From an optimization exercise on the open Yosys and OpenROAD flow, aimed at small area, a short achievable clock period and few clock cycles per item; shortcuts taken in it are not production practice. RTL that was checked went through simulation tests only; none was proved equivalent to the original. Power is estimated from default activity; no workload was simulated.

==> xenon: inputs <==
// bidc_decoder
module bidc_decoder (
    input  wire         clk,
    input  wire         rst,
    input  wire         in_valid,
    output wire         in_ready,
    input  wire [7:0]   in_len,
    input  wire [119:0] in_hex,
    output reg          out_valid,
    input  wire         out_ready,
    output wire [2:0]   out_status,
    output wire [11:0]  out_einfo,
    output wire [9:0]   out_cc,
    output wire [3:0]   out_tag,
    output wire [29:0]  out_mmsi,
    output wire [55:0]  out_text,
    output wire [2:0]   out_text_len,
    output wire [7:0]   out_sbn_char,
    output wire [44:0]  out_data,
    output wire [19:0]  out_serial,
    output wire [23:0]  out_addr,
    output wire [9:0]   out_cert,
    output wire [3:0]   out_btype,
    output wire [5:0]   out_num,
    output wire [1:0]   out_aux,
    output wire         out_has_cert,
    output wire         out_has_mmsi,
    output wire [1:0]   out_layout,
    output wire [11:0]  out_tac,
    output wire [11:0]  out_nrls
);
export LEC_CHECK = 0
export CAP_MARGIN = 20
export CORE_MARGIN = 2
export CORE_UTILIZATION = 30
export SLEW_MARGIN = 20
create_clock -name core_clock -period 15.0 [get_ports {clk}]
standard.sh (not shown) runs the stock make flow with config.mk's settings and CLKGATE_MAP_FILE= SYNTH_SCRIPT=/design/flow/synth_recipe.tcl, a recipe that flattens the netlist after the stock synthesis.
==> flow/flow/run.sh <==
#!/bin/bash
# Own layout flow: the standard flow (standard synthesis and ORFS steps) with
#  - port buffers of the plain buf_1 cell instead of the delay cell ORFS picks, and
#  - timing repair aiming at a setup slack of SETUP_SLACK_MARGIN ns.
# Each tool's full output goes to the ORFS logs under orfs/logs; make's own output
# goes to standard.log here.
set -euo pipefail
MARGIN=$(cat flow/margin.txt 2>/dev/null || echo 8)
bash standard.sh \
  "BUFFER_PORTS_ARGS=-buffer_cell sky130_fd_sc_hd__buf_1" \
  "SETUP_SLACK_MARGIN=$MARGIN" \
  finish > standard.log 2>&1
==> flow/flow/margin.txt <==
8
==> delta (differences from xenon) <==
--- a/flow/design.v
+++ b/flow/design.v
@@ -153,20 +153,17 @@
     generate
         for (g = 0; g < 6; g = g + 1) begin : dg
             bidc_baudot_isdig d (.code(c[g]), .isdig(dv[g]));
         end
     endgenerate
     wire alldig = &dv;
     wire [6:0] sp;
-    generate
-        for (g = 0; g < 3; g = g + 1) begin : spg
-            assign sp[g] = u_seru ? (fb[18 + 6*g +: 6] == 6'h24) :
-                           l_sst5 ? (fb[15 + 5*g +: 5] == 5'h04) : (c[g] == 6'h24);
-        end
-    endgenerate
+    assign sp[0] = (a[0] == 6'h24);
+    assign sp[1] = (a[1] == 6'h24);
+    assign sp[2] = (a[2] == 6'h24);
     assign sp[3] = (c[3] == 6'h24);
     assign sp[4] = am ? (c[4] == 6'h24) : (bd[0] == 4'hA);
     assign sp[5] = am ? (c[5] == 6'h24) : (bd[1] == 4'hA);
     assign sp[6] = u_avu ? (c[6] == 6'h24) : u_mau ? 1'b1 : (bd[2] == 4'hA);
     wire trim = !m3;
     reg [6:0] lead;      
     reg [6:0] keep;      
@@ -174,31 +171,32 @@
     always @(*) begin
         lead[0] = trim && sp[0];
         for (k = 1; k < 7; k = k + 1) lead[k] = lead[k-1] && sp[k];
         tail[6] = trim && !sp[6];
         for (k = 5; k >= 0; k = k - 1) tail[k] = !trim ? (k < 3) : (tail[k+1] || !sp[k]);
         keep = tail & ~lead;
     end
-    assign first[2] = l_rls ? r_hm   : lead[3];
-    assign first[1] = l_rls ? r_t[1] : (lead[1] && !lead[3]) || lead[5];
-    assign first[0] = l_rls ? r_t[0] : (lead[0] && !lead[1]) || (lead[2] && !lead[3]) ||
-                                       (lead[4] && !lead[5]) || lead[6];
+    assign first[2] = lead[3];
+    assign first[1] = (lead[1] && !lead[3]) || lead[5];
+    assign first[0] = (lead[0] && !lead[1]) || (lead[2] && !lead[3]) ||
+                      (lead[4] && !lead[5]) || lead[6];
     wire text_on = ok && (u_avu || (u_mau && !alldig) || u_rcsu || m3);
     assign tkeep = text_on ? keep : 7'd0;
     wire [19:0] dec;
     bidc_dsum u_dsum (.g0(c[0]), .g1(c[1]), .g2(c[2]), .g3(c[3]), .g4(c[4]), .g5(c[5]), .y(dec));
-    assign sfx     = (u_mau && alldig) ? dec : (l_rls && r_hm) ? fb[21:40] : fb[15:34];
+    assign sfx     = u_mau ? dec : lc[0] ? fb[21:40] : fb[15:34];
     assign mmsi_on = ok && ((u_mau && alldig) || l_mstd || l_ssec || (l_rls && r_hm));
 endmodule
 module bidc_decode_out (
     input  wire [0:59]  fb,
     input  wire [2:0]   status,
     input  wire [3:0]   rtag,
     input  wire [2:0]   first,
     input  wire [6:0]   tkeep,
+    input  wire [19:0]  sfx,
     input  wire         mmsi_on,
     output wire [9:0]   cc_o,
     output wire [3:0]   tag,
     output wire [29:0]  mmsi,
     output wire [55:0]  text,
     output wire [2:0]   text_len,
     output wire [7:0]   sbn_char,
@@ -231,15 +229,15 @@
     wire t_astd = ok && rtag == 4'd8;
     wire t_sstd = ok && rtag == 4'd9;
     wire t_nloc = ok && rtag == 4'd11;
     wire t_rls  = ok && rtag == 4'd12;
     assign tag  = ok ? rtag : 4'd0;
     assign cc_o = ok ? cc : 10'd0;
     wire [29:0] mmsi_v;
-    bidc_mmsi u_mmsi (.cc(cc), .s(fb[15:34]), .y(mmsi_v));
+    bidc_mmsi u_mmsi (.cc(cc), .s(sfx), .y(mmsi_v));
     assign mmsi = mmsi_on ? mmsi_v : 30'd0;
     wire s_seru = rtag == 4'd3;
     wire s_sstd = rtag == 4'd9;
     wire s_avu  = rtag == 4'd1;
     wire s_mau  = rtag == 4'd2;
     wire s_am   = s_avu || s_mau;
     wire [5:0] c [0:6];
@@ -294,16 +292,16 @@
                          (mask[4] && !mask[5]) || mask[6];
     assign sbn_char = (t_mau || t_rcsu) ? {1'b0, ra[6]} : 8'd0;
     wire       s_hc  = fb[17];
     wire [2:0] stype = fb[14:16];
     wire       s_air = (stype == 3'd3);
     wire       s_op  = (stype == 3'd1);
     wire       s_pl  = !stype[0];
-    wire [1:0] r_t  = first[1:0];
-    wire       r_hm = first[2];
+    wire [1:0] r_t  = fb[15:16];
+    wire       r_hm = (fb[17:20] == 4'hF);
     wire [9:0] r_v  = fb[17:26];
     wire       st5  = (lc == 4'd5);
     wire raw45 = t_orb || t_natu || t_test;
     assign data = raw45 ? fb[14:58] :
                   (t_seru && !s_hc) ? (s_pl ? {25'd0, fb[38:57]} : {35'd0, fb[48:57]}) :
                   (t_seru && s_hc && s_pl) ? {35'd0, fb[38:47]} : 45'd0;
     assign serial = (t_seru && s_op)   ? {8'd0, fb[36:47]} :
@@ -802,41 +800,43 @@
         .sfx(d_sfx), .mmsi_on(d_mmsi_on));
     reg [0:59] r_fb;
     reg [2:0]  r_status;
     reg [11:0] r_einfo;
     reg [3:0]  r_tag;
     reg [2:0]  r_first;
     reg [6:0]  r_tkeep;
+    reg [19:0] r_sfx;
     reg        r_mmsi_on;
     wire accept = in_valid && in_ready;
     assign in_ready = !out_valid || out_ready;
     always @(posedge clk) begin
         if (rst) begin
             out_valid <= 1'b0;
         end else if (accept) begin
             out_valid <= 1'b1;
         end else if (out_ready) begin
             out_valid <= 1'b0;
         end
     end
     always @(posedge clk) begin
         if (in_ready) begin
-            r_fb      <= {fr[0:14], d_sfx, fr[35:59]};
+            r_fb      <= fr;
             r_status  <= d_status;
             r_einfo   <= d_einfo;
             r_tag     <= d_tag;
             r_first   <= d_first;
             r_tkeep   <= d_tkeep;
+            r_sfx     <= d_sfx;
             r_mmsi_on <= d_mmsi_on;
         end
     end
     assign out_status = r_status;
     assign out_einfo  = r_einfo;
     bidc_decode_out u_out (
         .fb(r_fb), .status(r_status), .rtag(r_tag), .first(r_first), .tkeep(r_tkeep),
-        .mmsi_on(r_mmsi_on),
+        .sfx(r_sfx), .mmsi_on(r_mmsi_on),
         .cc_o(out_cc), .tag(out_tag), .mmsi(out_mmsi), .text(out_text),
         .text_len(out_text_len), .sbn_char(out_sbn_char), .data(out_data),
         .serial(out_serial), .addr(out_addr), .cert(out_cert), .btype(out_btype),
         .num(out_num), .aux(out_aux), .has_cert(out_has_cert), .has_mmsi(out_has_mmsi),
         .layout(out_layout), .tac(out_tac), .nrls(out_nrls));
 endmodule
Settings changed: CORE_UTILIZATION 30 to 50.
==> lagoon (differences from xenon) <==
--- a/flow/design.v
+++ b/flow/design.v
@@ -153,20 +153,17 @@
     generate
         for (g = 0; g < 6; g = g + 1) begin : dg
             bidc_baudot_isdig d (.code(c[g]), .isdig(dv[g]));
         end
     endgenerate
     wire alldig = &dv;
     wire [6:0] sp;
-    generate
-        for (g = 0; g < 3; g = g + 1) begin : spg
-            assign sp[g] = u_seru ? (fb[18 + 6*g +: 6] == 6'h24) :
-                           l_sst5 ? (fb[15 + 5*g +: 5] == 5'h04) : (c[g] == 6'h24);
-        end
-    endgenerate
+    assign sp[0] = (a[0] == 6'h24);
+    assign sp[1] = (a[1] == 6'h24);
+    assign sp[2] = (a[2] == 6'h24);
     assign sp[3] = (c[3] == 6'h24);
     assign sp[4] = am ? (c[4] == 6'h24) : (bd[0] == 4'hA);
     assign sp[5] = am ? (c[5] == 6'h24) : (bd[1] == 4'hA);
     assign sp[6] = u_avu ? (c[6] == 6'h24) : u_mau ? 1'b1 : (bd[2] == 4'hA);
     wire trim = !m3;
     reg [6:0] lead;      
     reg [6:0] keep;      
@@ -174,31 +171,32 @@
     always @(*) begin
         lead[0] = trim && sp[0];
         for (k = 1; k < 7; k = k + 1) lead[k] = lead[k-1] && sp[k];
         tail[6] = trim && !sp[6];
         for (k = 5; k >= 0; k = k - 1) tail[k] = !trim ? (k < 3) : (tail[k+1] || !sp[k]);
         keep = tail & ~lead;
     end
-    assign first[2] = l_rls ? r_hm   : lead[3];
-    assign first[1] = l_rls ? r_t[1] : (lead[1] && !lead[3]) || lead[5];
-    assign first[0] = l_rls ? r_t[0] : (lead[0] && !lead[1]) || (lead[2] && !lead[3]) ||
-                                       (lead[4] && !lead[5]) || lead[6];
+    assign first[2] = lead[3];
+    assign first[1] = (lead[1] && !lead[3]) || lead[5];
+    assign first[0] = (lead[0] && !lead[1]) || (lead[2] && !lead[3]) ||
+                      (lead[4] && !lead[5]) || lead[6];
     wire text_on = ok && (u_avu || (u_mau && !alldig) || u_rcsu || m3);
     assign tkeep = text_on ? keep : 7'd0;
     wire [19:0] dec;
     bidc_dsum u_dsum (.g0(c[0]), .g1(c[1]), .g2(c[2]), .g3(c[3]), .g4(c[4]), .g5(c[5]), .y(dec));
-    assign sfx     = (u_mau && alldig) ? dec : (l_rls && r_hm) ? fb[21:40] : fb[15:34];
+    assign sfx     = u_mau ? dec : lc[0] ? fb[21:40] : fb[15:34];
     assign mmsi_on = ok && ((u_mau && alldig) || l_mstd || l_ssec || (l_rls && r_hm));
 endmodule
 module bidc_decode_out (
     input  wire [0:59]  fb,
     input  wire [2:0]   status,
     input  wire [3:0]   rtag,
     input  wire [2:0]   first,
     input  wire [6:0]   tkeep,
+    input  wire [19:0]  sfx,
     input  wire         mmsi_on,
     output wire [9:0]   cc_o,
     output wire [3:0]   tag,
     output wire [29:0]  mmsi,
     output wire [55:0]  text,
     output wire [2:0]   text_len,
     output wire [7:0]   sbn_char,
@@ -231,15 +229,15 @@
     wire t_astd = ok && rtag == 4'd8;
     wire t_sstd = ok && rtag == 4'd9;
     wire t_nloc = ok && rtag == 4'd11;
     wire t_rls  = ok && rtag == 4'd12;
     assign tag  = ok ? rtag : 4'd0;
     assign cc_o = ok ? cc : 10'd0;
     wire [29:0] mmsi_v;
-    bidc_mmsi u_mmsi (.cc(cc), .s(fb[15:34]), .y(mmsi_v));
+    bidc_mmsi u_mmsi (.cc(cc), .s(sfx), .y(mmsi_v));
     assign mmsi = mmsi_on ? mmsi_v : 30'd0;
     wire s_seru = rtag == 4'd3;
     wire s_sstd = rtag == 4'd9;
     wire s_avu  = rtag == 4'd1;
     wire s_mau  = rtag == 4'd2;
     wire s_am   = s_avu || s_mau;
     wire [5:0] c [0:6];
@@ -294,16 +292,16 @@
                          (mask[4] && !mask[5]) || mask[6];
     assign sbn_char = (t_mau || t_rcsu) ? {1'b0, ra[6]} : 8'd0;
     wire       s_hc  = fb[17];
     wire [2:0] stype = fb[14:16];
     wire       s_air = (stype == 3'd3);
     wire       s_op  = (stype == 3'd1);
     wire       s_pl  = !stype[0];
-    wire [1:0] r_t  = first[1:0];
-    wire       r_hm = first[2];
+    wire [1:0] r_t  = fb[15:16];
+    wire       r_hm = (fb[17:20] == 4'hF);
     wire [9:0] r_v  = fb[17:26];
     wire       st5  = (lc == 4'd5);
     wire raw45 = t_orb || t_natu || t_test;
     assign data = raw45 ? fb[14:58] :
                   (t_seru && !s_hc) ? (s_pl ? {25'd0, fb[38:57]} : {35'd0, fb[48:57]}) :
                   (t_seru && s_hc && s_pl) ? {35'd0, fb[38:47]} : 45'd0;
     assign serial = (t_seru && s_op)   ? {8'd0, fb[36:47]} :
@@ -802,41 +800,43 @@
         .sfx(d_sfx), .mmsi_on(d_mmsi_on));
     reg [0:59] r_fb;
     reg [2:0]  r_status;
     reg [11:0] r_einfo;
     reg [3:0]  r_tag;
     reg [2:0]  r_first;
     reg [6:0]  r_tkeep;
+    reg [19:0] r_sfx;
     reg        r_mmsi_on;
     wire accept = in_valid && in_ready;
     assign in_ready = !out_valid || out_ready;
     always @(posedge clk) begin
         if (rst) begin
             out_valid <= 1'b0;
         end else if (accept) begin
             out_valid <= 1'b1;
         end else if (out_ready) begin
             out_valid <= 1'b0;
         end
     end
     always @(posedge clk) begin
         if (in_ready) begin
-            r_fb      <= {fr[0:14], d_sfx, fr[35:59]};
+            r_fb      <= fr;
             r_status  <= d_status;
             r_einfo   <= d_einfo;
             r_tag     <= d_tag;
             r_first   <= d_first;
             r_tkeep   <= d_tkeep;
+            r_sfx     <= d_sfx;
             r_mmsi_on <= d_mmsi_on;
         end
     end
     assign out_status = r_status;
     assign out_einfo  = r_einfo;
     bidc_decode_out u_out (
         .fb(r_fb), .status(r_status), .rtag(r_tag), .first(r_first), .tkeep(r_tkeep),
-        .mmsi_on(r_mmsi_on),
+        .sfx(r_sfx), .mmsi_on(r_mmsi_on),
         .cc_o(out_cc), .tag(out_tag), .mmsi(out_mmsi), .text(out_text),
         .text_len(out_text_len), .sbn_char(out_sbn_char), .data(out_data),
         .serial(out_serial), .addr(out_addr), .cert(out_cert), .btype(out_btype),
         .num(out_num), .aux(out_aux), .has_cert(out_has_cert), .has_mmsi(out_has_mmsi),
         .layout(out_layout), .tac(out_tac), .nrls(out_nrls));
 endmodule
==> summary.txt <==
| quantity | xenon | lagoon | delta |
|---|---|---|---|
| Sequential area share after synthesis | 14.05% | 17.06% | 17.06% |
| Transition time of the tightest slew-check pin | 1.056 ns | 1.170 ns | 1.095 ns |
| Placement-stage cell area | 0.02125 mm2 | 0.02153 mm2 | 0.02103 mm2 |
| Worst path bufs/invs | 4 | 3 | 4 |
| Total core area | 0.06308 mm2 | 0.06331 mm2 | 0.03784 mm2 |
| Share of the final layout cell area in multi-input gates | 68.44% | 66.80% | 68.15% |
| Share of the clock period used by the worst path after layout | 48.75% | 46.61% | 47.29% |
| Post-CTS sizing | 89 | 109 | 97 |
| Cells on Worst Hold Path | 2 | 1 | 2 |
| Met3 Resource Use GR | 3.578% | 3.867% | 6.964% |
| Core Rows | 92 | 92 | 71 |
| Switching power | 1096 uW | 1116 uW | 1122 uW |
| Run status | no timing/DRC/antenna violations | no timing/DRC/antenna violations | no timing/DRC/antenna violations |
| Worst Setup Slack post-DPL | 7.095 ns | 6.677 ns | 6.894 ns |
| Top metal layer carrying routed signals | met4 | met5 | met4 |
| Area taken by multi-input logic gates | 0.01593 mm2 | 0.01549 mm2 | 0.01551 mm2 |
| Met2 usage in global routing | 40.53% | 39.93% | 61.52% |
Testbench counts of delta, summed over its fixed seeds: cycles 16,008, items 16,000.
Testbench counts of lagoon, summed over its fixed seeds: cycles 16,008, items 16,000.
The RTL of xenon was laid out without a check of its function.

-- re-timing with driven ports --
In the flow no input, the clock included, has a driving cell. The finished layouts below were timed again as built, in two steps.
Step 1 sets driving cells, clkbuf_16 on the clock port and buf_2 on the other inputs (assumed; they add their load-dependent delay and slew).
Step 2, shift: input delay + t, output delay - t, t = (earliest + latest rising clock arrival at the registers) / 2. This alone moves slack from input paths to output paths.
Three values: ideal ports, drivers, drivers and shift; two values: the first two.
run	t (ns)	setup slack, ns	worst register clock-pin slew, ns	worst slew at a driven data input, ns
xenon	0.420	7.688 / 7.635 / 7.622	0.09 / 0.09	0.07
delta	0.436	7.906 / 7.854 / 7.571	0.09 / 0.09	0.04
lagoon	0.432	8.008 / 7.974 / 7.612	0.10 / 0.10	0.08
After both steps every run listed still meets setup and hold. The setup slack of lagoon, which loses most, moves by -0.034 ns with the drivers and by -0.396 ns with both steps.
